What follows belongs to an exercise in optimizing a design on an open flow for small area, a short achievable clock period and few clock cycles; a production flow would make more cautious choices.
The RTL was checked by simulation tests, not by an equivalence proof against the original design.
Power and IR drop assume default switching activity.

==> flow/design.v <==
module tape_core (
    input  wire        clk,
    input  wire        rst,             
    input  wire        ld_tape,         
    input  wire        ld_exp,          
    input  wire        ld_plen,         
    input  wire        ld_elen,         
    input  wire [3:0]  ld_addr,
    input  wire [4:0]  ld_data,
    input  wire        launch,
    input  wire        launch_mode,     
    input  wire [63:0] launch_a,
    input  wire [63:0] launch_b,
    input  wire [63:0] launch_c,
    output reg  [2:0]  status,
    output reg  [1:0]  result,
    output reg  [2:0]  cause,
    output reg  [4:0]  epc,
    output reg  [5:0]  einsn,
    output reg  [15:0] ocnt,
    output reg  [4:0]  ip,
    output reg  [63:0] reg_a,
    output reg  [63:0] reg_b,
    output reg  [63:0] reg_c,
    output reg         emit_valid,
    output wire [15:0] emit_index,
    output reg  [2:0]  emit_digit
);
    localparam ST_IDLE    = 3'd0;
    localparam ST_RUNNING = 3'd1;
    localparam ST_HALTED  = 3'd2;
    localparam ST_ABORTED = 3'd3;
    localparam ST_FAULTED = 3'd4;
    localparam RES_NONE     = 2'd0;
    localparam RES_SUCCESS  = 2'd1;
    localparam RES_SHORT    = 2'd2;
    localparam RES_MISMATCH = 2'd3;
    localparam CAUSE_RSV_COMBO = 3'd1;
    localparam CAUSE_ODD_LEN   = 3'd2;
    localparam CAUSE_NEG_EXP   = 3'd3;
    reg [2:0] tape [0:15];
    reg [2:0] expd [0:15];
    reg [4:0] plen;
    reg [4:0] elen;
    reg       mode;
    reg       running;
    reg       ph_shift;       
    reg       ph_inc;         
    reg [1:0] dsel;           
    reg [6:0] rem;            
    reg       carry;          
    reg       stk_acc;        
    reg       ph_end;         
    reg       meas;           
    reg [2:0] fr;             
    wire      micro = ph_shift || ph_inc || ph_end;
    wire      micro_wr = ph_shift || (ph_inc && !meas);
    reg [5:0] w0, w1, w2;
    reg       v1, v2;         
    reg [2:0] exp_cur;        
    reg       past_cur;       
    function [5:0] pair;
        input [2:0] i;
        pair = {tape[{i, 1'b0}], tape[{i, 1'b1}]};
    endfunction
    reg [5:0] s0;
    reg       pst;
    reg [3:0] ks;
    reg [2:0] klit;
    reg [1:0] kbm;
    function [8:0] kdec;    
        input [5:0] a;
        input [5:0] b;
        reg [2:0] oa, ob, kr;
        reg da;
        begin
            oa = a[5:3]; ob = b[5:3];
            da = (oa == 3'd0) || (oa == 3'd6) || (oa == 3'd7);
            kr = da ? a[2:0] : b[2:0];
            kdec[8] = !kr[2] || kr == 3'd7;
            kdec[7] = kr == 3'd4;
            kdec[6] = kr == 3'd5;
            kdec[5] = kr == 3'd6;
            kdec[4:2] = kr;
            kdec[1:0] = da ? 2'd0 : (oa == 3'd1) ? 2'd1 : (oa == 3'd2) ? 2'd2 : 2'd0;
        end
    endfunction
    wire [2:0] o0 = s0[5:3];
    wire [2:0] r0 = s0[2:0];
    function pstatic;
        input [5:0] a;      
        input [5:0] b;      
        input       v;      
        reg [2:0] oa, ra, ob, rb;
        reg da, db, cb;
        begin
            oa = a[5:3]; ra = a[2:0]; ob = b[5:3]; rb = b[2:0];
            da = (oa == 3'd0) || (oa == 3'd6) || (oa == 3'd7);
            db = (ob == 3'd0) || (ob == 3'd6) || (ob == 3'd7);
            cb = db || (ob == 3'd2) || (ob == 3'd5);
            pstatic = v && (oa != 3'd3) && !(da && db) &&
                      !(oa == 3'd5 && ob == 3'd5) &&
                      !(cb && rb == 3'd7) &&
                      !(db && rb == 3'd5 && oa == 3'd4) &&
                      !(ra[2] && ((ob == 3'd3 && oa == 3'd0) ||
                                  (ob == 3'd5 && ((rb == 3'd4 && oa == 3'd0) ||
                                                  (rb == 3'd5 && oa == 3'd6) ||
                                                  (rb == 3'd6 && oa == 3'd7)))));
        end
    endfunction
    function [5:0] slot0;
        input [17:0] w;
        input        odd;
        slot0 = odd ? {w[14:12], w[11:9]} : w[17:12];
    endfunction
    wire [2:0] o1 = w1[5:3];
    wire [2:0] r1 = w1[2:0];
    wire [2:0] o2 = w2[5:3];
    wire [2:0] r2 = w2[2:0];
    wire combo0 = (o0 == 3'd0) || (o0 == 3'd2) || (o0 == 3'd5) || (o0 == 3'd6) || (o0 == 3'd7);
    wire combo1 = (o1 == 3'd0) || (o1 == 3'd2) || (o1 == 3'd5) || (o1 == 3'd6) || (o1 == 3'd7);
    wire isdiv0 = (o0 == 3'd0) || (o0 == 3'd6) || (o0 == 3'd7);
    wire isdiv1 = (o1 == 3'd0) || (o1 == 3'd6) || (o1 == 3'd7);
    wire emit0  = (o0 == 3'd5);
    wire emit1  = (o1 == 3'd5);
    wire jmp0   = (o0 == 3'd3);
    wire jmp1   = (o1 == 3'd3);
    wire a_neg = reg_a[63];
    wire [2:0] a_lo = reg_a[2:0];
    wire [2:0] b_lo = reg_b[2:0];
    wire [2:0] c_lo = reg_c[2:0];
    reg       s0_sign;
    reg [2:0] lo0;
    always @(*) begin
        case (r0)
            3'd4: begin s0_sign = reg_a[63]; lo0 = a_lo; end
            3'd5: begin s0_sign = reg_b[63]; lo0 = b_lo; end
            3'd6: begin s0_sign = reg_c[63]; lo0 = c_lo; end
            default: begin s0_sign = 1'b0; lo0 = r0; end
        endcase
    end
    wire rsv0   = combo0 && (r0 == 3'd7);
    wire neg0   = isdiv0 && s0_sign;
    wire fault0 = rsv0 || neg0;
    reg s1_sign;
    always @(*) begin
        case (r1)
            3'd4: s1_sign = reg_a[63];
            3'd5: s1_sign = reg_b[63] && (o0 != 3'd2);
            3'd6: s1_sign = reg_c[63];
            default: s1_sign = 1'b0;
        endcase
    end
    wire rsv1  = combo1 && (r1 == 3'd7);
    wire neg1  = isdiv1 && s1_sign;
    wire haz_k = isdiv1 && (r1 == 3'd5) && (o0 == 3'd4);
    wire       div_s1 = !isdiv0;
    wire       big_a  = (reg_a[63:6] != 58'd0);
    wire       big_b  = (reg_b[63:6] != 58'd0) && (kbm != 2'd2);
    wire       big_c  = (reg_c[63:6] != 58'd0);
    wire [5:0] kb     = (kbm == 2'd1) ? reg_b[5:0] ^ {3'd0, r0} :
                        (kbm == 2'd2) ? {3'd0, lo0} : reg_b[5:0];
    wire [5:0] k      = ({6{ks[3]}} & {3'd0, klit}) | ({6{ks[2]}} & reg_a[5:0]) |
                        ({6{ks[1]}} & kb) | ({6{ks[0]}} & reg_c[5:0]);
    wire       big    = (ks[2] && big_a) || (ks[1] && big_b) || (ks[0] && big_c);
    wire       k_short = (k[5:3] == 3'd0);
    wire       fast_k  = big || k_short;         
    reg [63:0] src;
    always @(*) begin
        if (!micro)
            src = reg_a;
        else case (dsel)
            2'd1:    src = reg_b;
            2'd2:    src = reg_c;
            default: src = reg_a;
        endcase
    end
    reg  [2:0]  t1;
    integer     ti;
    always @(*) begin
        t1 = 3'd7;
        for (ti = 6; ti >= 0; ti = ti - 1)
            if (!src[ti]) t1 = ti[2:0];
    end
    wire [2:0]  rem7   = (rem[6:3] != 4'd0) ? 3'd7 : rem[2:0];
    wire [2:0]  t1p    = (t1 == 3'd7) ? 3'd7 : t1 + 3'd1;
    wire [2:0]  f_meas = carry ? ((t1p < rem7) ? t1p : rem7) : rem7;
    wire [2:0]  f      = ph_inc ? fr : micro ? rem7 :
                         (k_short ? k[2:0] : 3'd7);
    wire [6:0]  lmask  = ~(7'h7f << f);
    wire        addc   = ph_inc && !meas && carry;
    wire [63:0] srcm   = {src[63:7], src[6:0] ^ (lmask & {7{addc}})};
    wire        fill   = src[63];
    wire [63:0] sh1    = f[0] ? {(ph_inc ? srcm[0]  : fill),      srcm[63:1]} : srcm;
    wire [63:0] sh2    = f[1] ? {(ph_inc ? sh1[1:0] : {2{fill}}), sh1[63:2]} : sh1;
    wire [63:0] sh     = f[2] ? {(ph_inc ? sh2[3:0] : {4{fill}}), sh2[63:4]} : sh2;
    wire        stk    = src[63] && ((src[6:0] & lmask) != 7'd0);
    wire [63:0] dres   = (big && !micro) ? 64'd0 : sh;
    wire        nz_a   = (reg_a != 64'd0);
    wire [1:0]  lsh    = isdiv0 ? r0[1:0] : r1[1:0];
    wire [5:0]  a_lsh  = reg_a[5:0] >> lsh;
    wire [2:0]  d_lo   = a_lsh[2:0];
    wire        nz_q   = (reg_a[63:6] != 58'd0) || (a_lsh != 6'd0);
    reg  sm_a, sm_b, sm_c;
    reg  small_k;
    always @(*) begin
        small_k = ks[3] || (ks[2] && sm_a) || (ks[1] && (sm_b || kbm == 2'd2)) ||
                  (ks[0] && sm_c);
    end
    wire div_any = isdiv0 || isdiv1;
    wire lit0    = !r0[2];
    wire d_emit1 = emit1 && ((r1 == 3'd4 && o0 == 3'd0) || (r1 == 3'd5 && o0 == 3'd6) ||
                             (r1 == 3'd6 && o0 == 3'd7));
    wire d_jmp1  = jmp1 && (o0 == 3'd0);
    wire pair_ok =
        pst && !neg1 &&
        !(div_any && !(small_k && !a_neg));
    wire [2:0] exp_d    = exp_cur;
    wire       past_end = past_cur;
    wire       abort0   = emit0 && mode && (past_end || (exp_d != lo0));
    wire       issue1   = pair_ok && !fault0 && !abort0;
    reg       hB, hC, hD;                    
    reg       lA, lB, lC, lD; reg [2:0] lL;  
    reg       dA, dB, dC, dD; reg [2:0] dL;  
    reg       wrA, wrB, wrC;
    always @(*) begin
        hB = 1'b1; hC = 1'b0; hD = 1'b0;
        lA = 1'b0; lB = 1'b1; lC = 1'b0; lD = 1'b0; lL = 3'd0;
        dA = 1'b0; dB = 1'b0; dC = 1'b0; dD = 1'b0; dL = 3'd0;
        wrA = 1'b0; wrB = 1'b0; wrC = 1'b0;
        if (micro) begin
            case (dsel)
                2'd1: begin
                    wrB = 1'b1;
                    hB = 1'b0; hD = 1'b1; lB = 1'b0; lD = 1'b1;
                end
                2'd2: wrC = 1'b1;
                default: wrA = 1'b1;
            endcase
        end else begin
            case (o0)
                3'd0: wrA = 1'b1;
                3'd1: begin wrB = 1'b1; lL = r0; end
                3'd2: begin
                    wrB = 1'b1;
                    hB = 1'b0; lB = 1'b0;
                    case (r0)
                        3'd4: lA = 1'b1;
                        3'd5: lB = 1'b1;
                        3'd6: lC = 1'b1;
                        default: lL = r0;
                    endcase
                end
                3'd4: begin wrB = 1'b1; hC = 1'b1; lC = 1'b1; end
                3'd5: begin
                    case (r0)
                        3'd4: dA = 1'b1;
                        3'd5: dB = 1'b1;
                        3'd6: dC = 1'b1;
                        default: dL = r0;
                    endcase
                end
                3'd6: begin
                    wrB = 1'b1;
                    hB = 1'b0; hD = 1'b1; lB = 1'b0; lD = 1'b1;
                end
                3'd7: wrC = 1'b1;
                default: ;
            endcase
            if (pair_ok) begin
                case (o1)
                    3'd0: wrA = 1'b1;
                    3'd1: begin wrB = 1'b1; lL = lL ^ r1; end
                    3'd2: begin
                        wrB = 1'b1;
                        hB = 1'b0; hC = 1'b0; hD = 1'b0;
                        case (r1)
                            3'd4: begin
                                lB = 1'b0; lC = 1'b0; lL = 3'd0;
                                if (o0 == 3'd0) begin lA = 1'b0; lD = 1'b1; end
                                else begin lA = 1'b1; lD = 1'b0; end
                            end
                            3'd5: ;  
                            3'd6: begin
                                lA = 1'b0; lB = 1'b0; lL = 3'd0;
                                if (o0 == 3'd7) begin lC = 1'b0; lD = 1'b1; end
                                else begin lC = 1'b1; lD = 1'b0; end
                            end
                            default: begin
                                lA = 1'b0; lB = 1'b0; lC = 1'b0; lD = 1'b0; lL = r1;
                            end
                        endcase
                    end
                    3'd4: begin
                        wrB = 1'b1;
                        if (o0 == 3'd7) begin hD = !hD; lD = !lD; end
                        else begin hC = !hC; lC = !lC; end
                    end
                    3'd5: begin
                        case (r1)
                            3'd4: if (o0 == 3'd0) dD = 1'b1; else dA = 1'b1;
                            3'd5: begin dA = lA; dB = lB; dC = lC; dD = lD; dL = lL; end
                            3'd6: if (o0 == 3'd7) dD = 1'b1; else dC = 1'b1;
                            default: dL = r1;
                        endcase
                    end
                    3'd6: begin
                        wrB = 1'b1;
                        hB = 1'b0; hC = 1'b0; hD = 1'b1;
                        lA = 1'b0; lB = 1'b0; lC = 1'b0; lD = 1'b1; lL = 3'd0;
                    end
                    3'd7: wrC = 1'b1;
                    default: ;
                endcase
            end
        end
    end
    wire [63:0] b_new;
    assign b_new[63:3] = ({61{hD}} & dres[63:3]) ^ ({61{hB}} & reg_b[63:3]) ^
                         ({61{hC}} & reg_c[63:3]);
    assign b_new[2:0]  = ({3{lD}} & dres[2:0]) ^ ({3{lB}} & b_lo) ^
                         ({3{lC}} & c_lo) ^ ({3{lA}} & a_lo) ^ lL;
    wire [2:0]  edig   = ({3{dD}} & d_lo) ^ ({3{dB}} & b_lo) ^
                         ({3{dC}} & c_lo) ^ ({3{dA}} & a_lo) ^ dL;
    assign emit_index = ocnt - {15'd0, emit_valid};
    wire emitted = !micro && (emit0 || (issue1 && emit1));
    wire [15:0] ocnt_p1 = ocnt + 16'd1;
    wire abort1  = issue1 && emit1 && mode && (past_end || (exp_d != edig));
    wire [15:0] ocnt_n = emitted ? ocnt_p1 : ocnt;
    wire        eq0    = (ocnt == {11'd0, elen});
    wire        eq1    = (ocnt_p1 == {11'd0, elen});
    wire [1:0]  res_h  = !mode ? RES_NONE : (emitted ? eq1 : eq0) ? RES_SUCCESS : RES_SHORT;
    wire nz_after = ((o0 == 3'd0) || (o1 == 3'd0)) ? nz_q : nz_a;
    wire issue2   = issue1 && v2 && (o2 == 3'd3) && !jmp1 &&
                    !(o0 == 3'd0 && !lit0) && !(o1 == 3'd0 && r1[2]);
    wire [4:0] ip2 = ip + 5'd2;
    wire [4:0] ip4 = ip + 5'd4;
    wire [4:0] ip6 = ip + 5'd6;
    wire h_ip2 = ({1'b0, ip} + 6'd3) >= {1'b0, plen};
    wire h_ip4 = ({1'b0, ip} + 6'd5) >= {1'b0, plen};
    wire h_ip6 = ({1'b0, ip} + 6'd7) >= {1'b0, plen};
    reg [7:0] ht, vt1, vt2;
    integer t;
    always @(*) begin
        for (t = 0; t < 8; t = t + 1) begin
            ht[t]  = (t + 1 >= plen);
            vt1[t] = (t % 2 == 0) && (t + 3 < plen);
            vt2[t] = (t % 2 == 0) && (t + 5 < plen);
        end
    end
    wire h_r0  = ht[r0];
    wire h_r1  = ht[r1];
    wire h_r2  = ht[r2];
    function [1:0] vv;
        input [4:0] p;
        begin
            vv[0] = !p[0] && ({1'b0, p} + 6'd3 < {1'b0, plen});
            vv[1] = !p[0] && ({1'b0, p} + 6'd5 < {1'b0, plen});
        end
    endfunction
    wire [1:0] v_ip2 = vv(ip2), v_ip4 = vv(ip4), v_ip6 = vv(ip6);
    wire [1:0] v_r0 = {vt2[r0], vt1[r0]};
    wire [1:0] v_r1 = {vt2[r1], vt1[r1]};
    wire [1:0] v_r2 = {vt2[r2], vt1[r2]};
    wire [2:0]  qq   = ip[3:1];
    wire [5:0]  p3   = pair(qq + 3'd3);
    wire [5:0]  p4   = pair(qq + 3'd4);
    wire [5:0]  p5   = pair(qq + 3'd5);
    wire [2:0]  jt   = jmp0 ? r0 : jmp1 ? r1 : r2;
    wire [1:0]  jq   = jt[2:1];
    wire [17:0] w_jt = {pair({1'b0, jq}), pair({1'b0, jq} + 3'd1), pair({1'b0, jq} + 3'd2)};
    wire [17:0] w_a1 = {w1, w2, p3};
    wire [17:0] w_a2 = {w2, p3, p4};
    wire [17:0] w_a3 = {p3, p4, p5};
    wire [1:0]  v_jt   = jmp0 ? v_r0 : jmp1 ? v_r1 : v_r2;
    wire [5:0]  s0_a1  = slot0(w_a1, ip[0]);
    wire [5:0]  s0_a2  = slot0(w_a2, ip[0]);
    wire [5:0]  s0_a3  = slot0(w_a3, ip[0]);
    wire [5:0]  s0_jt  = slot0(w_jt, jt[0]);
    wire        ps_a1  = pstatic(s0_a1, w_a1[11:6], v_ip2[0]);
    wire        ps_a2  = pstatic(s0_a2, w_a2[11:6], v_ip4[0]);
    wire        ps_a3  = pstatic(s0_a3, w_a3[11:6], v_ip6[0]);
    wire        ps_jt  = pstatic(s0_jt, w_jt[11:6], v_jt[0]);
    wire [8:0]  kd_a1  = kdec(s0_a1, w_a1[11:6]);
    wire [8:0]  kd_a2  = kdec(s0_a2, w_a2[11:6]);
    wire [8:0]  kd_a3  = kdec(s0_a3, w_a3[11:6]);
    wire [8:0]  kd_jt  = kdec(s0_jt, w_jt[11:6]);
    reg  [4:0]  nip;
    reg         halt_next;
    reg  [1:0]  v_next;
    reg  [1:0]  nsel;      
    always @(*) begin
        if (jmp0) begin
            nip = nz_a ? {2'b00, r0} : ip2;       halt_next = nz_a ? h_r0 : h_ip2;
            nsel = nz_a ? 2'd3 : 2'd0;
        end else if (!issue1) begin
            nip = ip2;                            halt_next = h_ip2;
            nsel = 2'd0;
        end else if (jmp1) begin
            nip = nz_after ? {2'b00, r1} : ip4;   halt_next = nz_after ? h_r1 : h_ip4;
            nsel = nz_after ? 2'd3 : 2'd1;
        end else if (issue2) begin
            nip = nz_after ? {2'b00, r2} : ip6;   halt_next = nz_after ? h_r2 : h_ip6;
            nsel = nz_after ? 2'd3 : 2'd2;
        end else begin
            nip = ip4;                            halt_next = h_ip4;
            nsel = 2'd1;
        end
    end
    reg  [17:0] w_next;
    reg  [5:0]  s0_next;
    reg         ps_next;
    reg  [8:0]  kd_next;
    always @(*) begin
        case (nsel)
            2'd0: begin w_next = w_a1; s0_next = s0_a1; ps_next = ps_a1; v_next = v_ip2; kd_next = kd_a1; end
            2'd1: begin w_next = w_a2; s0_next = s0_a2; ps_next = ps_a2; v_next = v_ip4; kd_next = kd_a2; end
            2'd2: begin w_next = w_a3; s0_next = s0_a3; ps_next = ps_a3; v_next = v_ip6; kd_next = kd_a3; end
            default: begin w_next = w_jt; s0_next = s0_jt; ps_next = ps_jt; v_next = v_jt; kd_next = kd_jt; end
        endcase
    end
    wire halt_ip   = ({1'b0, ip} + 6'd1) >= {1'b0, plen};
    wire go_micro = isdiv0 && !(small_k && !a_neg);
    wire [6:0] rem_n   = rem - {4'd0, f};
    wire       stk_n   = stk_acc || stk;
    always @(posedge clk) begin
        if (!running) begin
            if (ld_tape) tape[ld_addr] <= ld_data[2:0];
            if (ld_exp)  expd[ld_addr] <= ld_data[2:0];
        end
    end
    always @(posedge clk) begin
        if (rst) begin
            status     <= ST_IDLE;
            running    <= 1'b0;
            ph_shift   <= 1'b0;
            ph_inc     <= 1'b0;
            ph_end     <= 1'b0;
            result     <= RES_NONE;
            cause      <= 3'd0;
            epc        <= 5'd0;
            einsn      <= 6'd0;
            ocnt       <= 16'd0;
            ip         <= 5'd0;
            reg_a      <= 64'd0;
            sm_a       <= 1'b1;
            sm_b       <= 1'b1;
            sm_c       <= 1'b1;
            reg_b      <= 64'd0;
            reg_c      <= 64'd0;
            plen       <= 5'd0;
            elen       <= 5'd0;
            mode       <= 1'b0;
            emit_valid <= 1'b0;
            emit_digit <= 3'd0;
        end else begin
            emit_valid <= 1'b0;
            if (!running) begin
                if (ld_plen) plen <= ld_data;
                if (ld_elen) elen <= ld_data;
                if (launch) begin
                    reg_a  <= launch_a;
                    sm_a   <= (launch_a[63:3] == 61'd0);
                    sm_b   <= (launch_b[63:3] == 61'd0);
                    sm_c   <= (launch_c[63:3] == 61'd0);
                    reg_b  <= launch_b;
                    reg_c  <= launch_c;
                    mode   <= launch_mode;
                    ip     <= 5'd0;
                    ocnt   <= 16'd0;
                    einsn  <= 6'd0;
                    if (plen[0]) begin
                        status  <= ST_FAULTED;
                        result  <= RES_NONE;
                        cause   <= CAUSE_ODD_LEN;
                        epc     <= plen - 5'd1;
                    end else if (plen == 5'd0) begin
                        status  <= ST_HALTED;
                        result  <= !launch_mode ? RES_NONE :
                                   (elen == 5'd0) ? RES_SUCCESS : RES_SHORT;
                        cause   <= 3'd0;
                        epc     <= 5'd0;
                    end else begin
                        status  <= ST_RUNNING;
                        running <= 1'b1;
                        result  <= RES_NONE;
                        cause   <= 3'd0;
                        epc     <= 5'd0;
                    end
                end
            end else if (micro) begin
                if (wrA && micro_wr) reg_a <= dres;
                if (wrB && micro_wr) sm_b <= 1'b0;
                if (wrC && micro_wr) sm_c <= 1'b0;
                if (wrB && micro_wr) reg_b <= b_new;
                if (wrC && micro_wr) reg_c <= dres;
                if (ph_shift) begin
                    rem     <= rem_n;
                    stk_acc <= stk_n;
                    if (rem[6:3] == 4'd0) begin
                        ph_shift <= 1'b0;
                        if (stk_n) begin
                            ph_inc <= 1'b1;
                            meas   <= 1'b1;
                            rem    <= 7'd64;
                            carry  <= 1'b1;
                        end else
                            ph_end <= 1'b1;
                    end
                end else if (ph_inc) begin
                    if (meas) begin
                        fr   <= f_meas;
                        meas <= 1'b0;
                    end else begin
                        rem   <= rem_n;
                        carry <= carry && (fr <= t1);
                        meas  <= 1'b1;
                        if ({4'd0, fr} == rem) begin
                            ph_inc <= 1'b0;
                            ph_end <= 1'b1;
                        end
                    end
                end else begin
                    ph_end <= 1'b0;
                    if (halt_ip) begin
                        status  <= ST_HALTED;
                        running <= 1'b0;
                        result  <= !mode ? RES_NONE : eq0 ? RES_SUCCESS : RES_SHORT;
                    end
                end
            end else if (fault0) begin
                status  <= ST_FAULTED;
                running <= 1'b0;
                cause   <= rsv0 ? CAUSE_RSV_COMBO : CAUSE_NEG_EXP;
                epc     <= ip;
                einsn   <= {o0, r0};
            end else begin
                if (wrA && !abort0) reg_a <= dres;
                if (wrB && !abort0) sm_b <= (!hB || sm_b) && (!hC || sm_c) && (!hD || sm_a);
                if (wrC && !abort0) sm_c <= sm_a;
                if (wrB && !abort0) reg_b <= b_new;
                if (wrC && !abort0) reg_c <= dres;
                ocnt <= ocnt_n;
                if (emitted) begin
                    emit_valid <= 1'b1;
                    emit_digit <= edig;
                end
                dsel    <= (o0 == 3'd0) ? 2'd0 : (o0 == 3'd6) ? 2'd1 : 2'd2;
                rem     <= (big || k_short) ? 7'd0 : {1'b0, k} - 7'd7;
                carry   <= 1'b1;
                stk_acc <= stk && !big;
                if (abort0 || abort1) begin
                    status  <= ST_ABORTED;
                    running <= 1'b0;
                    result  <= RES_MISMATCH;
                    ip      <= abort0 ? ip2 : ip4;
                end else begin
                    ip <= nip;
                    if (go_micro)
                        ph_shift <= 1'b1;
                    else if (halt_next) begin
                        status  <= ST_HALTED;
                        running <= 1'b0;
                        result  <= res_h;
                    end
                end
            end
        end
    end
    always @(posedge clk) begin
        if (!running) begin
            {w0, w1, w2} <= {pair(3'd0), pair(3'd1), pair(3'd2)};
            s0  <= pair(3'd0);
            pst <= pstatic(pair(3'd0), pair(3'd1), plen > 5'd3);
            {ks, klit, kbm} <= kdec(pair(3'd0), pair(3'd1));
            v1 <= (plen > 5'd3);
            v2 <= (plen > 5'd5);
            exp_cur  <= expd[4'd0];
            past_cur <= (elen == 5'd0);
        end else if (!micro) begin
            {w0, w1, w2} <= w_next;
            s0  <= s0_next;
            pst <= ps_next;
            {ks, klit, kbm} <= kd_next;
            v1 <= v_next[0];
            v2 <= v_next[1];
            if (emitted) begin
                exp_cur  <= expd[ocnt_p1[3:0]];
                past_cur <= (ocnt_p1 >= {11'd0, elen});
            end
        end
    end
endmodule
==> flow/flow/run.sh <==
#!/bin/bash
# The standard layout, with plain buffers (buf_1) on the ports in place of
# the delay buffers buffer_ports picks by default. Every tool's output goes
# to a log in this folder (and ORFS's own logs under orfs/logs).
set -euo pipefail
bash standard.sh "BUFFER_PORTS_ARGS=-buffer_cell sky130_fd_sc_hd__buf_1" finish > standard_flow.log 2>&1
==> flow/standard.sh <==
#!/bin/bash
# synth_recipe.tcl (not shown) runs the flow's synth.tcl, then flattens the netlist and writes it again
# the make line also repeats each setting of config.mk as NAME=value (left out here)
make -C /OpenROAD-flow-scripts/flow DESIGN_CONFIG=/design/flow/config.mk WORK_HOME=/design/flow/orfs CLKGATE_MAP_FILE= SYNTH_SCRIPT=/design/flow/synth_recipe.tcl "${@:-finish}"
==> flow/config.mk <==
export PLATFORM = sky130hd
export DESIGN_NAME = tape_core
export DESIGN_NICKNAME = tape_core
export VERILOG_FILES = /design/flow/design.v
export SDC_FILE = /design/flow/constraint.sdc
export NUM_CORES = 4
export LEC_CHECK = 0
export CAP_MARGIN = 20
export CORE_MARGIN = 2
export CORE_UTILIZATION = 40
export SETUP_SLACK_MARGIN = 4.5
export SLEW_MARGIN = 20
==> flow/constraint.sdc <==
create_clock -name core_clock -period 9.0 [get_ports {clk}]
set_input_delay 1.8000 -clock core_clock [delete_from_list [all_inputs] [get_ports {clk}]]
set_output_delay 1.8000 -clock core_clock [all_outputs]
set_load 0.01 [all_outputs]
==> results.yml, run 1 <==
run_status:
  status: "finished clean"
clock_network:
  cts_num_sinks: 397
  cts_made_buffers: 49
  htree_num_levels: 2
  cts_hold_buf: 0
  path_clk_slew_ns: 0.06
  clockBufferDepth: 3
  clock-root-buffer: "clkbuf_16"
  cts_tree: "done"
  clock_latency_ns: 0.63
layout:
  filler_cell_count: 8045
  nNetsFinal: 4695
  regArea_mm2: 0.00940
  drive_gt1_share_pct: 10.6
  layout-area-overhead-vs-synth_pct: 16.8
  multiInputGateArea_mm2: 0.0210
critical_path:
  r2r_start: "reg_b[33]$_SDFFE_PP0P_"
  slowest_stage: "nor4_1"
  start_kind: "flip-flop"
  critPathMaxFanout: 62
  critPathArrivalTime_ns: 5.02
  endpoint_kind: "flip-flop"
  worstPathRequired_ns: 9.52
  startpoint: "reg_b[33]$_SDFFE_PP0P_"
  setup.worst_path.class: "reg2reg"
  worst-path-stages: 12
  cp_top_family: "simple AND/OR/NAND/NOR gates"
  max_stage_delay_ns: 0.74
  path_cells: "nor4_1 > nand4_1 > nor4_1 > o21ai_0 > a21oi_1 > nand2b_2 > buf_6 > a21boi_0 > o21ai_0 > xnor2_1 > nand2_1 > a211oi_1"
  path_buf_inv: 1
  r2r_cells: 12
grt:
  busiest_layer: "met2"
  grt-ovfl-total: 0
  grt_pass1_vias: 32419
  antenna_found_initial: 13
  grt_util_met1_pct: 49.8
  grt_max_degree: 98
  track_usage_pct: 35.4
  grt_pass1_wl_mm: 220
  met2_usage_pct: 50.5
  grtUsageMet3_pct: 9.39
placement:
  port-buffer-count: 459
  globalplace.congestion: 1.01
  dpl.hpwl_mm: 109
route:
  wl_mm: 153
  drtPass1Iterations: 8
  wl_per_cell_um: 27.7
  avgViaCountPerCell: 6.52
  antenna_left: 0
  post-route-drc-count: 0
  initialDrtViolationCount: 5002
  num_vias: 35952
logic_synthesis:
  synth_warnings: 1
  synthCells: 4117
  synth_area_mm2: 0.0317
  synth_cell_types: 104
  yosys_most_used_dff: "dfxtp_1"
  syn_area_per_cell_um2: 7.69
  synth_fp_nets: 4397
  seq_area_frac_synth_pct: 29.7
  yosys-top-cells-area: "dfxtp_1 (16%), edfxtp_1 (14%), nor2_1 (5.7%), o21ai_0 (5.5%), nor3_1 (4.9%)"
  synth_edf_count: 144
  synth_top_cell_by_area: "dfxtp_1"
  ys_ff_latch: 397
  yosysTopAreaCellShare_pct: 16.0
  ys_async_sr_fraction_pct: 0
power:
  power_w: 0.00840
  ir_drop_uv: 148
  power.leakage_nw: 13.1
  power.density_mw_per_mm2: 227
timing:
  finalMaxSlewViolations: 0
  period_share_pct: 50.0
  setup_viol: 0
  rsz0062_at_grt: "true"
  worst_slew_pin_slew_ns: 1.24
  fmax_mhz: 222
  slew-limit-headroom_pct: 16.8
  clock-skew-final_ns: 0.0321
  finalCriticalPeriod_ns: 4.50
  fin_tns_setup_ns: 0
  hold_viol: 0
die:
  fp.dieW_um: 285
  die_area_mm2: 0.0814
  num_rows: 103
  ios: 461
  coreArea_mm2: 0.0786
  die_y_um: 285
  start_util_pct: 40.3
hold_path:
  hold_start: "einsn[2]$_SDFFE_PP0P_"
  worstHoldPathCells: 2
  hold_class: "reg2reg"
flow_run:
  max_cap_viol_count: 0
per-layer routing:
metal | routed length, µm | share of wire (%)
met1 | 62300 | 41
met2 | 61800 | 40
met3 | 19700 | 13
met4 | 8710 | 5.7
met5 | 117 | 0.077
through the flow:
stage          setup slack [ns]  util (%)  hold WS, ns  instances  cell area [µm²]
2_1_floorplan              4.51         -        0.473       4117            31700
3_3_place_gp               2.96      43.2        0.444       5341            34000
3_5_place_dp               2.75      43.2        0.450       5341            34000
4_1_cts                    4.45      46.3        0.458       5475            36400
5_1_grt                    4.46      47.0        0.495       5510            37000
6_report                   4.50      47.0        0.458       5512            37000
final timing paths:
check	to	slack (ns)
worst max register to register	reg_b[1]$_SDFFE_PP0P_	4.50
worst max-delay path	reg_b[1]$_SDFFE_PP0P_	4.50
worst min-delay path	einsn[2]$_SDFFE_PP0P_	0.46
worst min register to register	einsn[2]$_SDFFE_PP0P_	0.46
what timing repair did:
action / CTS / global route
gates cloned: 2 / 2
endpoints found under the setup margin: 215 / 211
resized for setup: 91 / 70
pin swaps: 11 / 13
buffers inserted: 40 / 29
placed cells by master (no fill, tap or decap), types with 11 or more instances in the layout:
cell,count
clkbuf_16,51
and3_1,68
o21ai_0,329
a221o_1,64
nor2b_1,30
o21ai_1,24
ha_1,63
mux2_2,55
inv_1,160
xor2_1,49
o211ai_1,34
a221oi_1,69
nor4_1,104
nor3_1,307
buf_1,457
a21o_1,22
nand3_1,67
mux4_2,57
a31oi_1,61
nor2_1,470
edfxtp_1,144
a21oi_1,196
nand4_1,29
nand2b_1,28
o22ai_1,102
dfxtp_1,249
buf_4,109
a22oi_1,12
xnor2_1,162
and2_1,16
mux2i_1,60
buf_6,14
nand2_1,391
a211oi_1,40
or3_1,11
o21a_1,15
synthesized netlist by cell type (all sizes together), types with 7 or more instances:
| master | number |
|---|---|
| a2bb2oi | 7 |
| o21a | 16 |
| nand4 | 29 |
| a21o | 24 |
| a221o | 64 |
| a32oi | 7 |
| o22ai | 103 |
| nor3 | 314 |
| nor2b | 30 |
| clkbuf | 288 |
| nand2 | 393 |
| mux2 | 55 |
| xor2 | 51 |
| inv | 170 |
| o31ai | 13 |
| nand3 | 70 |
| mux4 | 57 |
| o41ai | 7 |
| nor4 | 109 |
| nand3b | 9 |
| a221oi | 77 |
| o211ai | 34 |
| o32ai | 10 |
| a22oi | 12 |
| a2111oi | 8 |
| and3 | 70 |
| a31oi | 66 |
| or3 | 15 |
| a21oi | 201 |
| ha | 70 |
| a222oi | 10 |
| nor2 | 480 |
| or2 | 11 |
| nand2b | 31 |
| buf | 59 |
| a211oi | 44 |
| mux2i | 68 |
| edfxtp | 144 |
| dfxtp | 253 |
| o21ai | 357 |
| xnor2 | 164 |
| and2 | 18 |
worst register-to-register path, cell delays in order, from the launching register on:
cell	delay [ns]
dfxtp_1	0.37
nor4_1	0.60
nand4_1	0.36
nor4_1	0.74
o21ai_0	0.15
a21oi_1	0.42
nand2b_2	0.22
buf_6	0.39
a21boi_0	0.41
o21ai_0	0.22
xnor2_1	0.21
nand2_1	0.07
a211oi_1	0.23
final cells by class:
type,count,share of cell area [%]
well taps,1050,3.55
clock buffers,68,3.78
inverters,175,1.87
clock inverters,24,0.914
flip-flops and latches,397,25.4
diodes,6,0.0406
repair buffers,591,7.72
multi-input cells,3201,56.7
flip-flops by register name (all words and copies together) (netlist names), 6 cells and up:
| signal | flops |
|---|---|
| reg_c | 64 |
| einsn | 6 |
| w2 | 6 |
| reg_a | 64 |
| tape | 48 |
| s0 | 6 |
| reg_b | 64 |
| w1 | 6 |
| expd | 48 |
| rem | 7 |
| ocnt | 16 |
where the power goes:
part | internal, W | switching [W] | leakage (nW) | total, W
sequential | 0.00204 | 0.000313 | 3.45 | 0.00235
combinational | 0.00132 | 0.00256 | 8.80 | 0.00388
clock | 0.00129 | 0.000882 | 0.850 | 0.00218
total | 0.00465 | 0.00375 | 13.1 | 0.00840
kinds of logic after synthesis:
group                    share of synthesized area (%)
flip-flops                                        29.7
other                                           0.0118
multiplexers                                      8.17
AO/OA/AOI/OAI                                     23.1
adder cells (fa/ha/maj)                           2.83
buffers and inverters                             6.39
XOR/XNOR                                          6.09
AND/OR/NAND/NOR                                   23.7
Testbench counts, summed over its fixed seeds: cycles 30,018.
==> run 2, diff against run 1 <==
--- a/flow/config.mk
+++ b/flow/config.mk
@@ -9,4 +9,5 @@
 export CORE_MARGIN = 2
 export CORE_UTILIZATION = 40
+export GPL_TIMING_DRIVEN = 1
 export SETUP_SLACK_MARGIN = 4.5
 export SLEW_MARGIN = 20
==> results.yml, run 2 <==
logic_synthesis:
  synth_compound_area_share_pct: 23.1
  yosys_most_used_dff: "dfxtp_1"
  synth-xor-area-share_pct: 6.09
  synthMuxAreaShare_pct: 8.17
  synth_edf_count: 144
  synth_top_cell_by_area: "dfxtp_1"
  yosys-top-cells-area: "dfxtp_1 (16%), edfxtp_1 (14%), nor2_1 (5.7%), o21ai_0 (5.5%), nor3_1 (4.9%)"
  ys_async_sr_fraction_pct: 0
  syn_area_per_cell_um2: 7.69
  synth_area_mm2: 0.0317
  yosys.area_share.adder_pct: 2.83
  synth_cell_types: 104
  synth_fp_nets: 4397
  synthCells: 4117
  yosys-top-cells-count: "nor2_1 (480), nand2_1 (393), o21ai_0 (348)"
  seq_area_frac_synth_pct: 29.7
  synth_warnings: 1
  yosys.area_share.simple_pct: 23.7
  ys_ff_latch: 397
  synth_top_family_by_area: "simple AND/OR/NAND/NOR gates"
  synth_most_common_cell: "nor2_1"
  yosysTopAreaCellShare_pct: 16.0
timing:
  worst_slew_pin_slew_ns: 1.24
  period_share_pct: 50.0
  fin_tns_setup_ns: 0
  finalMaxSlewViolations: 0
  clock-skew-final_ns: 0.0321
  finalCriticalPeriod_ns: 4.50
  setup_viol: 0
  slew-limit-headroom_pct: 16.8
  fmax_mhz: 222
  hold_viol: 0
  rsz0062_at_grt: "true"
clock_network:
  htree_num_levels: 2
  path_clk_slew_ns: 0.06
  clock_latency_ns: 0.63
  cts_tree: "done"
  cts_hold_buf: 0
  cts_made_buffers: 49
  cts_num_sinks: 397
  clock-root-buffer: "clkbuf_16"
  clockBufferDepth: 3
die:
  die_area_mm2: 0.0814
  num_rows: 103
  die_y_um: 285
  start_util_pct: 40.3
  coreArea_mm2: 0.0786
  ios: 461
  fp.dieW_um: 285
placement:
  dpl.hpwl_mm: 109
  post_dp_cell_area_mm2: 0.0340
  dp.cells: 5341
  port-buffer-count: 459
  globalplace.congestion: 1.01
critical_path:
  slowest_stage: "nor4_1"
  setup.worst_path.class: "reg2reg"
  path_cells: "nor4_1 > nand4_1 > nor4_1 > o21ai_0 > a21oi_1 > nand2b_2 > buf_6 > a21boi_0 > o21ai_0 > xnor2_1 > nand2_1 > a211oi_1"
  worstPathRequired_ns: 9.52
  r2r_cells: 12
  cp_top_family: "simple AND/OR/NAND/NOR gates"
  worst-path-stages: 12
  max_stage_delay_ns: 0.74
  path_buf_inv: 1
  critPathMaxFanout: 62
  start_kind: "flip-flop"
  endpoint_kind: "flip-flop"
  critPathArrivalTime_ns: 5.02
route:
  avgViaCountPerCell: 6.52
  wl_mm: 153
  wl_per_cell_um: 27.7
  post-route-drc-count: 0
  antenna_left: 0
  drtPass1Iterations: 8
  initialDrtViolationCount: 5002
  num_vias: 35952
layout:
  final_area_mm2: 0.0370
  drive_gt1_share_pct: 10.6
  nNetsFinal: 4695
  final_cell_mix: "nor2_1 (470), buf_1 (457), nand2_1 (391), o21ai_0 (329), nor3_1 (307)"
  top_regs: "reg_a x64, reg_b x64, reg_c x64"
  final_cells: 5512
  utilization_pct: 47.0
  layout-area-overhead-vs-synth_pct: 16.8
  layout_commonest_cell: "nor2_1"
grt:
  grt_pass1_vias: 32419
  grt_max_degree: 98
  antenna_found_initial: 13
  track_usage_pct: 35.4
  grt_pass1_wl_mm: 220
  grt-ovfl-total: 0
hold_path:
  worstHoldPathCells: 2
  hold_class: "reg2reg"
power:
  ir_drop_uv: 148
  power.leakage_nw: 13.1
  power.density_mw_per_mm2: 227
  power_w: 0.00840
flow_run:
  max_cap_viol_count: 0
run_status:
  status: "finished clean"
## run 2: cell counts after synthesis
No cell type changed its count.
## run 2: logic make-up (layout without fill, tap and decap cells)
| logic type | count (synthesis) | in the layout |
|---|---|---|
| and+or+nand+nor | 1607 | 1608 |
| muxes | 180 | 180 |
| adders and majority gates | 71 | 71 |
| AOI/OAI and AO/OA | 1122 | 1124 |
| buffers and inverters | 522 | 858 |
| other | 1 | 7 |
| xor gates and xnor gates | 217 | 217 |
| DFF | 397 | 397 |
## run 2: layout make-up
| type | count | area, µm² |
|---|---|---|
| tap | 1050 | 1310 |
| clock inverter | 24 | 338 |
| timing repair buffer | 591 | 2850 |
| multi-input combinational | 3201 | 21000 |
| antenna | 6 | 15.0 |
| clock buffer | 68 | 1400 |
| inverter | 175 | 692 |
| fill | 8045 | 41600 |
| sequential | 397 | 9400 |
## run 2: routing by layer
layer  GRT usage (%)  share of wire [%]  vias to the layer above
met3            9.39                 13                      419
met1            49.8                 41                    17157
met2            50.5                 40                     2561
met4            15.2                5.7                       16
li1                -                  -                    15799
met5               0              0.077                        -
## run 2: path summary, 6_finish.rpt
kind,endpoint,start,slack (ns)
setup / recovery,reg_b[1]$_SDFFE_PP0P_,reg_b[33]$_SDFFE_PP0P_,4.50
setup reg to reg,reg_b[1]$_SDFFE_PP0P_,reg_b[33]$_SDFFE_PP0P_,4.50
hold / removal,einsn[2]$_SDFFE_PP0P_,einsn[2]$_SDFFE_PP0P_,0.46
hold reg to reg,einsn[2]$_SDFFE_PP0P_,einsn[2]$_SDFFE_PP0P_,0.46
## run 2: what timing repair did
item,4_1_cts,5_1_grt
cloned,2,2
buffers inserted,40,29
gates resized for setup,91,70
pin swaps,11,13
endpoints found under the setup margin,215,211
## run 2: tightest hold or removal path, delay by kind of cell, from the launching register on
family           cells  cell delay, ns
flip-flops           1            0.31
AO/OA/AOI/OAI        1            0.05
AND/OR/NAND/NOR      1            0.05
## run 2: report_power, final
group          internal, W  total (W)  switching, W
clock network      0.00129    0.00218      0.000882
registers          0.00204    0.00235      0.000313
logic              0.00132    0.00388       0.00256
## run 2: through the flow
stage          hold slack, ns  setup slack (ns)
4_1_cts                 0.458              4.45
6_report                0.458              4.50
2_1_floorplan           0.473              4.51
3_5_place_dp            0.450              2.75
5_1_grt                 0.495              4.46
3_3_place_gp            0.444              2.96
==> run 3, diff against run 2 <==
--- a/flow/config.mk
+++ b/flow/config.mk
@@ -9,5 +9,4 @@
 export CORE_MARGIN = 2
 export CORE_UTILIZATION = 40
-export GPL_TIMING_DRIVEN = 1
-export SETUP_SLACK_MARGIN = 4.5
+export SETUP_SLACK_MARGIN = 4.75
 export SLEW_MARGIN = 20
==> results.yml, run 3 <==
critical_path:
  setup.worst_path.class: "reg2reg"
  critPathMaxFanout: 51
  start_kind: "flip-flop"
  path_buf_inv: 2
  cp_top_family: "compound AO/OA/AOI/OAI gates"
  regToRegSetupSlack_ns: 4.70
  worst_path_most_repeated_cell: "buf_4"
  timing.rr.end: "reg_b[54]$_SDFFE_PP0P_"
  r2r_start: "s0[5]$_DFFE_PN_"
  slowest_stage: "o31ai_1"
  max_stage_delay_ns: 0.60
  endpoint_kind: "flip-flop"
  r2r_cells: 12
  critPathArrivalTime_ns: 4.76
  worstPathRequired_ns: 9.46
  path_cells: "buf_4 > or3b_4 > a311o_1 > a21oi_1 > o211ai_1 > o31ai_1 > o22ai_4 > buf_4 > nor3b_1 > xnor2_1 > a221oi_1 > nor2_1"
route:
  wl_mm: 154
  avgViaCountPerCell: 6.52
  num_vias: 36120
  antenna_left: 0
  initialDrtViolationCount: 4962
  post-route-drc-count: 0
  drtPass1Iterations: 9
  wl_per_cell_um: 27.8
die:
  die_area_mm2: 0.0814
  coreArea_mm2: 0.0786
  start_util_pct: 40.3
  ios: 461
  fp.dieW_um: 285
  num_rows: 103
  die_y_um: 285
grt:
  grt_pass1_wl_mm: 223
  grt_pass1_vias: 32547
  antenna_found_initial: 16
  grt-ovfl-total: 0
  track_usage_pct: 35.8
  grt_max_degree: 186
timing:
  fin_tns_setup_ns: 0
  clock-skew-final_ns: 0.0297
  finalCriticalPeriod_ns: 4.30
  worst_slew_pin_slew_ns: 1.23
  period_share_pct: 47.8
  hold_viol: 0
  slew-limit-headroom_pct: 17.4
  rsz0062_at_grt: "true"
  setup_viol: 0
  fmax_mhz: 233
  finalMaxSlewViolations: 0
logic_synthesis:
  synth_most_common_cell: "nor2_1"
  synth_cell_types: 104
  synth_top_cell_by_area: "dfxtp_1"
  synth_area_mm2: 0.0317
  seq_area_frac_synth_pct: 29.7
  synth_fp_nets: 4397
  yosys-top-cells-count: "nor2_1 (480), nand2_1 (393), o21ai_0 (348)"
  yosys_most_used_dff: "dfxtp_1"
  synthCells: 4117
  ys_async_sr_fraction_pct: 0
  synth_edf_count: 144
  ys_ff_latch: 397
  yosys-top-cells-area: "dfxtp_1 (16%), edfxtp_1 (14%), nor2_1 (5.7%), o21ai_0 (5.5%), nor3_1 (4.9%)"
  synth_warnings: 1
  yosysTopAreaCellShare_pct: 16.0
  syn_area_per_cell_um2: 7.69
clock_network:
  htree_num_levels: 2
  clock-root-buffer: "clkbuf_16"
  path_clk_slew_ns: 0.06
  cts_num_sinks: 397
  clock_latency_ns: 0.63
  cts_made_buffers: 48
  cts_hold_buf: 0
  cts_tree: "done"
  clockBufferDepth: 3
layout:
  layout-area-overhead-vs-synth_pct: 19.3
  final_area_mm2: 0.0378
  final_cell_mix: "nor2_1 (465), buf_1 (453), nand2_1 (390), o21ai_0 (335), nor3_1 (304)"
  layout_commonest_cell: "nor2_1"
  top_regs: "reg_a x64, reg_b x64, reg_c x64"
  drive_gt1_share_pct: 12.4
  nNetsFinal: 4726
  final_cells: 5538
hold_path:
  hold_start: "einsn[2]$_SDFFE_PP0P_"
  hold_class: "reg2reg"
  worstHoldPathCells: 2
  worstHoldEndpoint: "einsn[2]$_SDFFE_PP0P_"
placement:
  dp.cells: 5335
  dpl.hpwl_mm: 107
  port-buffer-count: 459
  post_dp_cell_area_mm2: 0.0340
  globalplace.congestion: 0.995
flow_run:
  max_cap_viol_count: 0
power:
  power.leakage_nw: 13.4
  power.density_mw_per_mm2: 223
  ir_drop_uv: 133
run_status:
  status: "finished clean"
==> run 3: cell counts after synthesis <==
No cell type changed its count.
==> run 3: area by class of cell <==
| class | instances | area [µm²] |
|---|---|---|
| well taps | 1050 | 1310 |
| repair buffers | 623 | 3370 |
| diodes | 4 | 10.0 |
| fillers | 7961 | 40800 |
| multi-input cells | 3201 | 21400 |
| flip-flops and latches | 397 | 9400 |
| clock buffers | 67 | 1360 |
| clock inverters | 21 | 214 |
| inverters | 175 | 727 |
==> run 3: power breakdown <==
group | internal (W) | switching [W] | leakage, nW
sequential | 0.00204 | 0.000326 | 3.45
clock | 0.00114 | 0.000877 | 0.752
combinational | 0.00142 | 0.00262 | 9.15
total | 0.00460 | 0.00382 | 13.4
==> run 3: timing repair <==
action | 4_1_cts | 5_1_grt
cloned | 4 | 5
endpoints found under the setup margin | 250 | 197
setup buffers | 68 | 34
gates resized for setup | 129 | 147
pin swaps | 23 | 45
==> run 3: through the flow <==
stage,setup slack [ns],power [W],hold WS (ns),utilization (%)
final,4.70,0.00842,0.457,48.1
after global routing,4.55,0.00874,0.492,48.1
after CTS,4.71,0.00805,0.462,46.8
after detailed placement,2.91,0.00581,0.454,43.2
after global placement,3.24,0.00581,0.446,43.2
after floorplan,4.75,0.00465,0.473,-
==> run 3: worst max path at each step <==
stage | start | end | slack [ns] | depth (start not counted)
floorplan | ip[1]$_SDFFE_PP0P_ | ks[0]$_DFFE_PN_ | 4.75 | 17
global placement | s0[1]$_DFFE_PN_ | ks[1]$_DFFE_PN_ | 3.24 | 17
detailed placement | s0[1]$_DFFE_PN_ | pst$_DFFE_PN_ | 2.91 | 16
CTS | ip[1]$_SDFFE_PP0P_ | pst$_DFFE_PN_ | 4.71 | 16
global route | s0[5]$_DFFE_PN_ | reg_b[1]$_SDFFE_PP0P_ | 4.55 | 13
finish | s0[5]$_DFFE_PN_ | reg_b[54]$_SDFFE_PP0P_ | 4.70 | 12
==> run 3: cells by family after synthesis <==
family / after synthesis / synth area share (%)
flops: 397 / 29.7
fa+ha+maj: 71 / 2.83
xor+xnor: 217 / 6.09
simple gates: 1607 / 23.7
compound gates: 1122 / 23.1
other cells: 1 / 0.0118
buf+inv: 522 / 6.39
mux: 180 / 8.17
==> run 3: tightest hold or removal path: cells and delay by family (launching register included) <==
family / cells / cell delay (ns)
DFF: 1 / 0.31
AOI/OAI and AO/OA: 1 / 0.05
and+or+nand+nor: 1 / 0.05
==> run 3: per-layer routing <==
layer	GRT usage (%)	up-vias	share of wire [%]
met1	49.7	17175	40
li1	-	15884	-
met2	51.7	2579	41
met5	0	-	0.090
met4	15.2	20	5.4
met3	9.98	462	13
==> run 4, diff against run 3 <==
--- a/flow/config.mk
+++ b/flow/config.mk
@@ -8,5 +8,5 @@
 export CAP_MARGIN = 20
 export CORE_MARGIN = 2
-export CORE_UTILIZATION = 40
+export CORE_UTILIZATION = 50
 export SETUP_SLACK_MARGIN = 4.75
 export SLEW_MARGIN = 20
==> results.yml, run 4 <==
run_status:
  status: "finished clean"
timing:
  setup_viol: 0
  fin_tns_setup_ns: 0
  fin_hold_ws_ns: 0.462
  finalCriticalPeriod_ns: 4.30
  period_share_pct: 47.7
  finalMaxSlewViolations: 0
  fin_ws_ns: 4.70
  hold_viol: 0
  rsz0062_at_grt: "true"
  fmax_mhz: 233
  clock-skew-final_ns: 0.0134
  worst_slew_pin_slew_ns: 1.29
  slew-limit-headroom_pct: 13.4
die:
  start_util_pct: 50.4
  coreArea_mm2: 0.0629
  ios: 461
  die_area_mm2: 0.0654
  die_y_um: 256
  num_rows: 92
  fp.dieW_um: 256
layout:
  final_cell_mix: "nor2_1 (462), buf_1 (453), nand2_1 (390), o21ai_0 (337), nor3_1 (305)"
  antenna_cells: 0
  nNetsFinal: 4729
  utilization_pct: 59.7
  final_area_mm2: 0.0375
  layout_commonest_cell: "nor2_1"
  top_regs: "reg_a x64, reg_b x64, reg_c x64"
  layout-area-overhead-vs-synth_pct: 18.5
  drive_gt1_share_pct: 12.5
critical_path:
  critPathMaxFanout: 61
  start_kind: "flip-flop"
  critPathArrivalTime_ns: 4.78
  r2r_start: "reg_b[9]$_SDFFE_PP0P_"
  endpoint_kind: "flip-flop"
  worstPathRequired_ns: 9.48
  setup.worst_path.class: "reg2reg"
  timing.rr.end: "reg_b[10]$_SDFFE_PP0P_"
  regToRegSetupSlack_ns: 4.70
  r2r_cells: 12
power:
  power.leakage_nw: 13.4
  ir_drop_uv: 175
  power.density_mw_per_mm2: 223
clock_network:
  htree_num_levels: 2
  clock_latency_ns: 0.63
  path_clk_slew_ns: 0.07
  cts_num_sinks: 397
  clock-root-buffer: "clkbuf_16"
  cts_made_buffers: 48
  cts_hold_buf: 0
  clockBufferDepth: 3
  cts_tree: "done"
route:
  wl_per_cell_um: 28.6
  antenna_left: 0
  avgViaCountPerCell: 6.80
  wl_mm: 153
  post-route-drc-count: 0
  num_vias: 36270
  drtPass1Iterations: 7
  initialDrtViolationCount: 4887
logic_synthesis:
  synth_cell_types: 104
  seq_area_frac_synth_pct: 29.7
  yosys_most_used_dff: "dfxtp_1"
  ys_ff_latch: 397
  synthCells: 4117
  yosysTopAreaCellShare_pct: 16.0
  yosys-top-cells-area: "dfxtp_1 (16%), edfxtp_1 (14%), nor2_1 (5.7%), o21ai_0 (5.5%), nor3_1 (4.9%)"
  synth_most_common_cell: "nor2_1"
  yosys-top-cells-count: "nor2_1 (480), nand2_1 (393), o21ai_0 (348)"
  ys_async_sr_fraction_pct: 0
  synth_warnings: 1
  syn_area_per_cell_um2: 7.69
  synth_fp_nets: 4397
  synth_top_cell_by_area: "dfxtp_1"
  synth_area_mm2: 0.0317
  synth_edf_count: 144
grt:
  grt_pass1_wl_mm: 220
  grt_max_degree: 166
  antenna_found_initial: 11
  met2_usage_pct: 67.5
  grt_pass1_vias: 32777
  grt_util_met1_pct: 55.0
  grtUsageMet3_pct: 11.8
  grt-ovfl-total: 0
  track_usage_pct: 44.0
  busiest_layer: "met2"
placement:
  dpl.hpwl_mm: 107
  globalplace.congestion: 1.01
  port-buffer-count: 459
  post_dp_cell_area_mm2: 0.0338
  preCtsSetupSlack_ns: 3.36
hold_path:
  worstHoldPathCells: 2
  hold_start: "einsn[2]$_SDFFE_PP0P_"
  hold_class: "reg2reg"
  worstHoldEndpoint: "einsn[2]$_SDFFE_PP0P_"
flow_run:
  max_cap_viol_count: 0
-- run 4: cell counts after synthesis --
No cell type changed its count.
-- run 4: how the worst max path moves through the flow --
stage / to / depth (start not counted) / start / slack [ns]
3_5_place_dp: ks[0]$_DFFE_PN_ / 17 / reg_a[39]$_SDFFE_PP0P_ / 3.36
5_1_grt: pst$_DFFE_PN_ / 21 / s0[5]$_DFFE_PN_ / 4.64
4_1_cts: reg_c[16]$_SDFFE_PP0P_ / 14 / s0[1]$_DFFE_PN_ / 4.75
6_report: reg_b[10]$_SDFFE_PP0P_ / 12 / reg_b[9]$_SDFFE_PP0P_ / 4.70
2_1_floorplan: ks[0]$_DFFE_PN_ / 17 / ip[1]$_SDFFE_PP0P_ / 4.75
3_3_place_gp: ks[0]$_DFFE_PN_ / 17 / reg_a[39]$_SDFFE_PP0P_ / 3.51
-- run 4: cell families after synthesis --
logic type | synth area share [%]
xor gates and xnor gates | 6.09
muxes | 8.17
other | 0.0118
adders and majority gates | 2.83
and+or+nand+nor | 23.7
DFF | 29.7
AOI/OAI and AO/OA | 23.1
buffers and inverters | 6.39
-- run 4: cell type report --
| class | count | area (µm²) |
|---|---|---|
| fill | 5985 | 25300 |
| multi-input combinational | 3200 | 21400 |
| sequential | 397 | 9410 |
| timing repair buffer | 627 | 3370 |
| clock buffer | 63 | 1360 |
| tap | 846 | 1060 |
| inverter | 175 | 714 |
| clock inverter | 27 | 249 |
-- run 4: report_power, final --
part           switching, W  internal (W)
combinational       0.00259       0.00140
clock              0.000887       0.00113
sequential         0.000319       0.00204
-- run 4: timing repair --
action                     CTS  global route
resized for setup          119           151
setup endpoints to repair  221           194
setup buffers               50            51
pin swaps                   20            45
cloned                       2             5
-- run 4: per-stage QoR --
step | power [W] | cells
finish | 0.00837 | 5335
floorplan | 0.00465 | 4117
global placement | 0.00582 | 5137
global route | 0.00867 | 5335
CTS | 0.00799 | 5279
detailed placement | 0.00581 | 5137
-- run 4: metal layers --
layer / share of wire, % / up-vias / wire [µm]
met5: 0.078 / - / 119
met2: 43 / 2635 / 65800
li1: - / 15894 / -
met3: 12 / 597 / 18200
met4: 8.3 / 18 / 12700
met1: 37 / 17126 / 55900
-- run 4: worst max-delay path, stage by stage (launching register included) --
cell and delay, ns:
dfxtp_1 0.41, nor4_1 0.64, nand4_1 0.41, nor4_1 0.33, o21ai_0 0.22, a21oi_1 0.36
nand2b_2 0.22, buf_6 0.37, o21ai_0 0.30, nor2_1 0.38, xnor2_1 0.13, a221oi_1 0.27
nor2_1 0.06
==> run 5, diff against run 4 <==
--- a/flow/config.mk
+++ b/flow/config.mk
@@ -9,4 +9,4 @@
 export CORE_MARGIN = 2
 export CORE_UTILIZATION = 50
-export SETUP_SLACK_MARGIN = 4.75
+export SETUP_SLACK_MARGIN = 5
 export SLEW_MARGIN = 20
==> results.yml, run 5 <==
power:
  sw_frac_of_total_pct: 45.5
  ir_drop_uv: 184
  power.density_mw_per_mm2: 223
  power_w: 0.00865
  p_comb_share_pct: 49.1
  power.leakage_nw: 13.8
  clkPwrFrac_pct: 23.4
  power.internal_w: 0.00472
  p_switching_w: 0.00394
  seqPwrFrac_pct: 27.5
critical_path:
  worstPathRequired_ns: 9.36
  cp_top_family: "compound AO/OA/AOI/OAI gates"
  critPathMaxFanout: 6
  critPathArrivalTime_ns: 4.71
  setup.worst_path.class: "reg2reg"
  max_stage_delay_ns: 0.48
  endpoint_kind: "flip-flop"
  path_cells: "buf_6 > nor3_4 > nor3_4 > or2_4 > a211o_1 > a2111oi_4 > a21oi_4 > or3_4 > a21oi_4 > inv_2 > ha_4 > buf_8 > a222oi_1 > mux2i_1 > mux2_2"
  path_buf_inv: 3
  start_kind: "flip-flop"
  slowest_stage: "edfxtp_1"
route:
  wl_mm: 157
  initialDrtViolationCount: 5157
  avgViaCountPerCell: 6.84
  drtPass1Iterations: 9
  post-route-drc-count: 0
  antenna_left: 0
  num_vias: 36738
  wl_per_cell_um: 29.2
logic_synthesis:
  seq_area_frac_synth_pct: 29.7
  synth_top_cell_by_area: "dfxtp_1"
  synth_edf_count: 144
  syn_area_per_cell_um2: 7.69
  synth_warnings: 1
  yosys_most_used_dff: "dfxtp_1"
  synth_area_mm2: 0.0317
  ys_async_sr_fraction_pct: 0
  synthCells: 4117
  yosys-top-cells-count: "nor2_1 (480), nand2_1 (393), o21ai_0 (348)"
  synth_fp_nets: 4397
  synth_most_common_cell: "nor2_1"
  yosysTopAreaCellShare_pct: 16.0
  synth_cell_types: 104
  yosys-top-cells-area: "dfxtp_1 (16%), edfxtp_1 (14%), nor2_1 (5.7%), o21ai_0 (5.5%), nor3_1 (4.9%)"
  ys_ff_latch: 397
timing:
  clock-skew-final_ns: 0.0330
  hold_viol: 0
  period_share_pct: 48.3
  rsz0062_at_grt: "true"
  slew-limit-headroom_pct: 19.7
  finalMaxSlewViolations: 0
  fmax_mhz: 230
  setup_viol: 0
  fin_tns_setup_ns: 0
  worst_slew_pin_slew_ns: 1.20
  finalCriticalPeriod_ns: 4.35
clock_network:
  cts_hold_buf: 0
  clock_latency_ns: 0.63
  cts_tree: "done"
  path_clk_slew_ns: 0.06
  cts_made_buffers: 48
  clockBufferDepth: 3
  clock-root-buffer: "clkbuf_16"
  htree_num_levels: 2
  cts_num_sinks: 397
die:
  coreArea_mm2: 0.0629
  die_area_mm2: 0.0654
  start_util_pct: 50.4
  fp.dieW_um: 256
  ios: 461
  die_y_um: 256
  num_rows: 92
flow_run:
  max_cap_viol_count: 0
placement:
  port-buffer-count: 459
  dpl.hpwl_mm: 107
  globalplace.congestion: 1.02
layout:
  filler_cell_count: 5831
  final_cell_mix: "nor2_1 (457), buf_1 (449), nand2_1 (381), o21ai_0 (322), nor3_1 (296)"
  top_regs: "reg_a x64, reg_b x64, reg_c x64"
  nNetsFinal: 4764
  layout-area-overhead-vs-synth_pct: 22.4
  drive_gt1_share_pct: 15.5
  layout_commonest_cell: "nor2_1"
grt:
  grt-ovfl-total: 0
  grt_pass1_wl_mm: 222
  grt_pass1_vias: 33000
  track_usage_pct: 44.5
  grt_max_degree: 90
  antenna_found_initial: 14
run_status:
  status: "finished clean"
hold_path:
  hold_class: "reg2reg"
## run 5: cell counts after synthesis
No cell type changed its count.
## run 5: cells by family (layout without fill, tap and decap cells)
| kind of cell | count (synthesis) | count (layout) | share of synthesized area (%) |
|---|---|---|---|
| adder cells (fa/ha/maj) | 71 | 71 | 2.83 |
| other | 1 | 4 | 0.0118 |
| flip-flops | 397 | 397 | 29.7 |
| multiplexers | 180 | 180 | 8.17 |
| AO/OA/AOI/OAI | 1122 | 1125 | 23.1 |
| XOR/XNOR | 217 | 217 | 6.09 |
| AND/OR/NAND/NOR | 1607 | 1607 | 23.7 |
| buffers and inverters | 522 | 926 | 6.39 |
## run 5: worst paths after layout
path                                    from                         end  slack, ns  cells past startpoint
hold reg to reg   emit_digit[1]$_SDFFE_PP0P_  emit_digit[1]$_SDFFE_PP0P_       0.46                      2
hold / removal    emit_digit[1]$_SDFFE_PP0P_  emit_digit[1]$_SDFFE_PP0P_       0.46                      2
setup / recovery             s0[3]$_DFFE_PN_             s0[0]$_DFFE_PN_       4.65                     15
setup reg to reg             s0[3]$_DFFE_PN_             s0[0]$_DFFE_PN_       4.65                     15
## run 5: layout make-up
class / count / area [µm²] / share of cell area [%]
inverter: 175 / 752 / 1.94
tap: 846 / 1060 / 2.73
antenna: 3 / 7.51 / 0.0194
clock buffer: 66 / 1350 / 3.48
multi-input combinational: 3201 / 22100 / 57.0
sequential: 397 / 9420 / 24.3
timing repair buffer: 661 / 3830 / 9.88
clock inverter: 24 / 245 / 0.633
## run 5: through the flow
step / worst slack (ns) / instances / hold WS, ns / cell area [µm²] / utilization, %
after global placement: 3.59 / 5138 / 0.440 / 33800 / 53.8
after floorplan: 5.00 / 4117 / 0.473 / 31800 / -
after detailed placement: 3.51 / 5138 / 0.446 / 33800 / 53.8
after CTS: 4.85 / 5308 / 0.457 / 37000 / 58.8
after global routing: 4.63 / 5370 / 0.492 / 38800 / 61.7
final: 4.65 / 5373 / 0.461 / 38800 / 61.7
## run 5: metal layers
metal | vias to the layer above | wire (µm) | global-route usage, %
met3 | 648 | 19200 | 10.8
met2 | 2696 | 66500 | 67.1
li1 | 15956 | - | -
met5 | - | 125 | 0
met1 | 17418 | 57200 | 56.4
met4 | 20 | 14000 | 30.3
## run 5: worst min-delay path, delay by kind of cell (launching register included)
family / cells / cell delay, ns
AOI/OAI and AO/OA: 1 / 0.05
DFF: 1 / 0.31
and+or+nand+nor: 1 / 0.05
## run 5: repair_timing
item	4_1_cts	5_1_grt
gates resized for setup	190	255
hold endpoints to repair	0	0
endpoints found under the setup margin	260	204
setup buffers	73	54
cloned	7	8
pin swaps	46	74
## run 5: power groups by stage
stage                     sequential [W]  combinational [W]  clock (W)
after floorplan                  0.00228            0.00239          0
after global placement           0.00239            0.00344          0
after detailed placement         0.00240            0.00343          0
after CTS                        0.00235            0.00376    0.00204
after global routing             0.00239            0.00445    0.00210
final                            0.00238            0.00425    0.00203
==> run 6, diff against run 5 <==
--- a/flow/config.mk
+++ b/flow/config.mk
@@ -8,5 +8,5 @@
 export CAP_MARGIN = 20
 export CORE_MARGIN = 2
-export CORE_UTILIZATION = 50
+export CORE_UTILIZATION = 40
 export SETUP_SLACK_MARGIN = 5
 export SLEW_MARGIN = 20
==> results.yml, run 6 <==
timing:
  slew-limit-headroom_pct: 18.9
  rsz0062_at_grt: "true"
  finalCriticalPeriod_ns: 4.13
  finalMaxSlewViolations: 0
  worst_slew_pin_slew_ns: 1.20
  fmax_mhz: 242
logic_synthesis:
  synth_fp_nets: 4397
  yosys-top-cells-count: "nor2_1 (480), nand2_1 (393), o21ai_0 (348)"
  ys_ff_latch: 397
  yosysTopAreaCellShare_pct: 16.0
  seq_area_frac_synth_pct: 29.7
  syn_area_per_cell_um2: 7.69
  synth_area_mm2: 0.0317
  synth_top_cell_by_area: "dfxtp_1"
  synthCells: 4117
  synth_most_common_cell: "nor2_1"
  yosys-top-cells-area: "dfxtp_1 (16%), edfxtp_1 (14%), nor2_1 (5.7%), o21ai_0 (5.5%), nor3_1 (4.9%)"
grt:
  grt_max_degree: 187
  grt-ovfl-total: 0
  grt_pass1_wl_mm: 224
power:
  power.internal_w: 0.00474
  p_comb_share_pct: 48.6
  p_switching_w: 0.00391
  clkPwrFrac_pct: 24.1
  sw_frac_of_total_pct: 45.2
  ir_drop_uv: 162
die:
  coreArea_mm2: 0.0786
  ios: 461
  die_area_mm2: 0.0814
layout:
  layout_commonest_cell: "nor2_1"
  filler_cell_count: 7852
  layout-area-overhead-vs-synth_pct: 22.2
critical_path:
  setup.worst_path.class: "reg2reg"
  start_kind: "flip-flop"
  critPathMaxFanout: 6
placement:
  globalplace.congestion: 1.00
  port-buffer-count: 459
  dpl.hpwl_mm: 106
clock_network:
  clockBufferDepth: 3
  cts_tree: "done"
  cts_num_sinks: 397
  clock_latency_ns: 0.63
flow_run:
  max_cap_viol_count: 0
route:
  drtPass1Iterations: 9
  avgViaCountPerCell: 6.63
  wl_per_cell_um: 28.0
  wl_mm: 157
run_status:
  status: "finished clean"
hold_path:
  hold_class: "reg2reg"
## run 6: changes by cell type in the layout (fill, tap and decap cells not counted), moves of 5 or more
cell / previous run / this run
a221oi_1: 56 / 62
nand2_1: 381 / 386
clkinv_2: 13 / 7
o21ai_0: 322 / 305
o21ai_1: 20 / 39
buf_4: 140 / 165
nor4_1: 86 / 93
a221oi_4: 10 / 2
buf_6: 29 / 16
## run 6: layer usage
layer / part of all wire (%) / vias up / GRT usage [%]
li1: - / 15998 / -
met3: 14 / 521 / 10.3
met5: 0.061 / - / 0
met1: 40 / 17557 / 50.6
met4: 6.0 / 16 / 17.3
met2: 40 / 2978 / 49.8
## run 6: worst max-delay path: stages (launching register included)
cell,delay [ns]
edfxtp_1,0.40
buf_6,0.15
or3_4,0.42
nand3_4,0.12
o21ai_4,0.08
a211o_1,0.31
a2111oi_4,0.40
a21oi_4,0.13
or3_4,0.43
a21oi_4,0.18
buf_4,0.15
ha_4,0.20
clkinvlp_4,0.16
nor2_4,0.14
a2111oi_4,0.07
a311oi_2,0.32
nand2b_4,0.19
nor2_1,0.04
## run 6: logic make-up after synthesis
group	after synthesis	share of synthesized area, %
other	1	0.0118
adders and majority gates	71	2.83
xor gates and xnor gates	217	6.09
DFF	397	29.7
and+or+nand+nor	1607	23.7
buffers and inverters	522	6.39
muxes	180	8.17
AOI/OAI and AO/OA	1122	23.1
## run 6: worst paths after layout
kind | cells after the start | from | endpoint | slack (ns)
setup / recovery | 17 | s0[4]$_DFFE_PN_ | ks[1]$_DFFE_PN_ | 4.87
hold / removal | 2 | cause[0]$_SDFFE_PP0P_ | cause[0]$_SDFFE_PP0P_ | 0.46
setup reg to reg | 17 | s0[4]$_DFFE_PN_ | ks[1]$_DFFE_PN_ | 4.87
hold reg to reg | 2 | cause[0]$_SDFFE_PP0P_ | cause[0]$_SDFFE_PP0P_ | 0.46
## run 6: area by class of cell
| cell class | count | area (µm²) | share of cell area, % |
|---|---|---|---|
| Antenna cell | 7 | 17.5 | 0.0453 |
| Clock buffer | 67 | 1390 | 3.58 |
| Clock inverter | 21 | 243 | 0.628 |
| Inverter | 175 | 727 | 1.88 |
| Multi-Input combinational cell | 3203 | 21800 | 56.3 |
| Sequential cell | 397 | 9420 | 24.3 |
| Tap cell | 1050 | 1310 | 3.40 |
| Timing Repair Buffer | 674 | 3800 | 9.82 |
## run 6: what timing repair did
item | CTS | global route
buffers inserted | 79 | 74
gates resized for setup | 200 | 191
pin swaps | 29 | 76
gates cloned | 7 | 6
endpoints found under the setup margin | 268 | 164
## run 6: power by group through the flow
stage	Sequential [W]	Clock (W)	Combinational [W]
after floorplan	0.00228	0	0.00239
after global placement	0.00239	0	0.00341
after detailed placement	0.00240	0	0.00340
after CTS	0.00233	0.00209	0.00376
after global routing	0.00236	0.00215	0.00441
final	0.00236	0.00209	0.00420
## run 6: metrics by stage
stage	hold WS (ns)	worst slack (ns)	utilization (%)	area, µm²	total power (W)
after floorplan	0.473	5.00	-	31800	0.00467
after global placement	0.448	2.67	43.3	34000	0.00580
after detailed placement	0.452	2.52	43.3	34000	0.00580
after CTS	0.462	4.85	47.4	37300	0.00817
after global routing	0.491	4.74	49.2	38700	0.00893
final	0.461	4.87	49.2	38700	0.00865

Check on run 6: ideal ports give 4.872 ns setup slack; a clkbuf_16 on the clock port and buf_2 on the inputs give 4.842 ns; moving port delays by the midpoint clock arrival (0.681 ns) as well gives 4.384 ns.
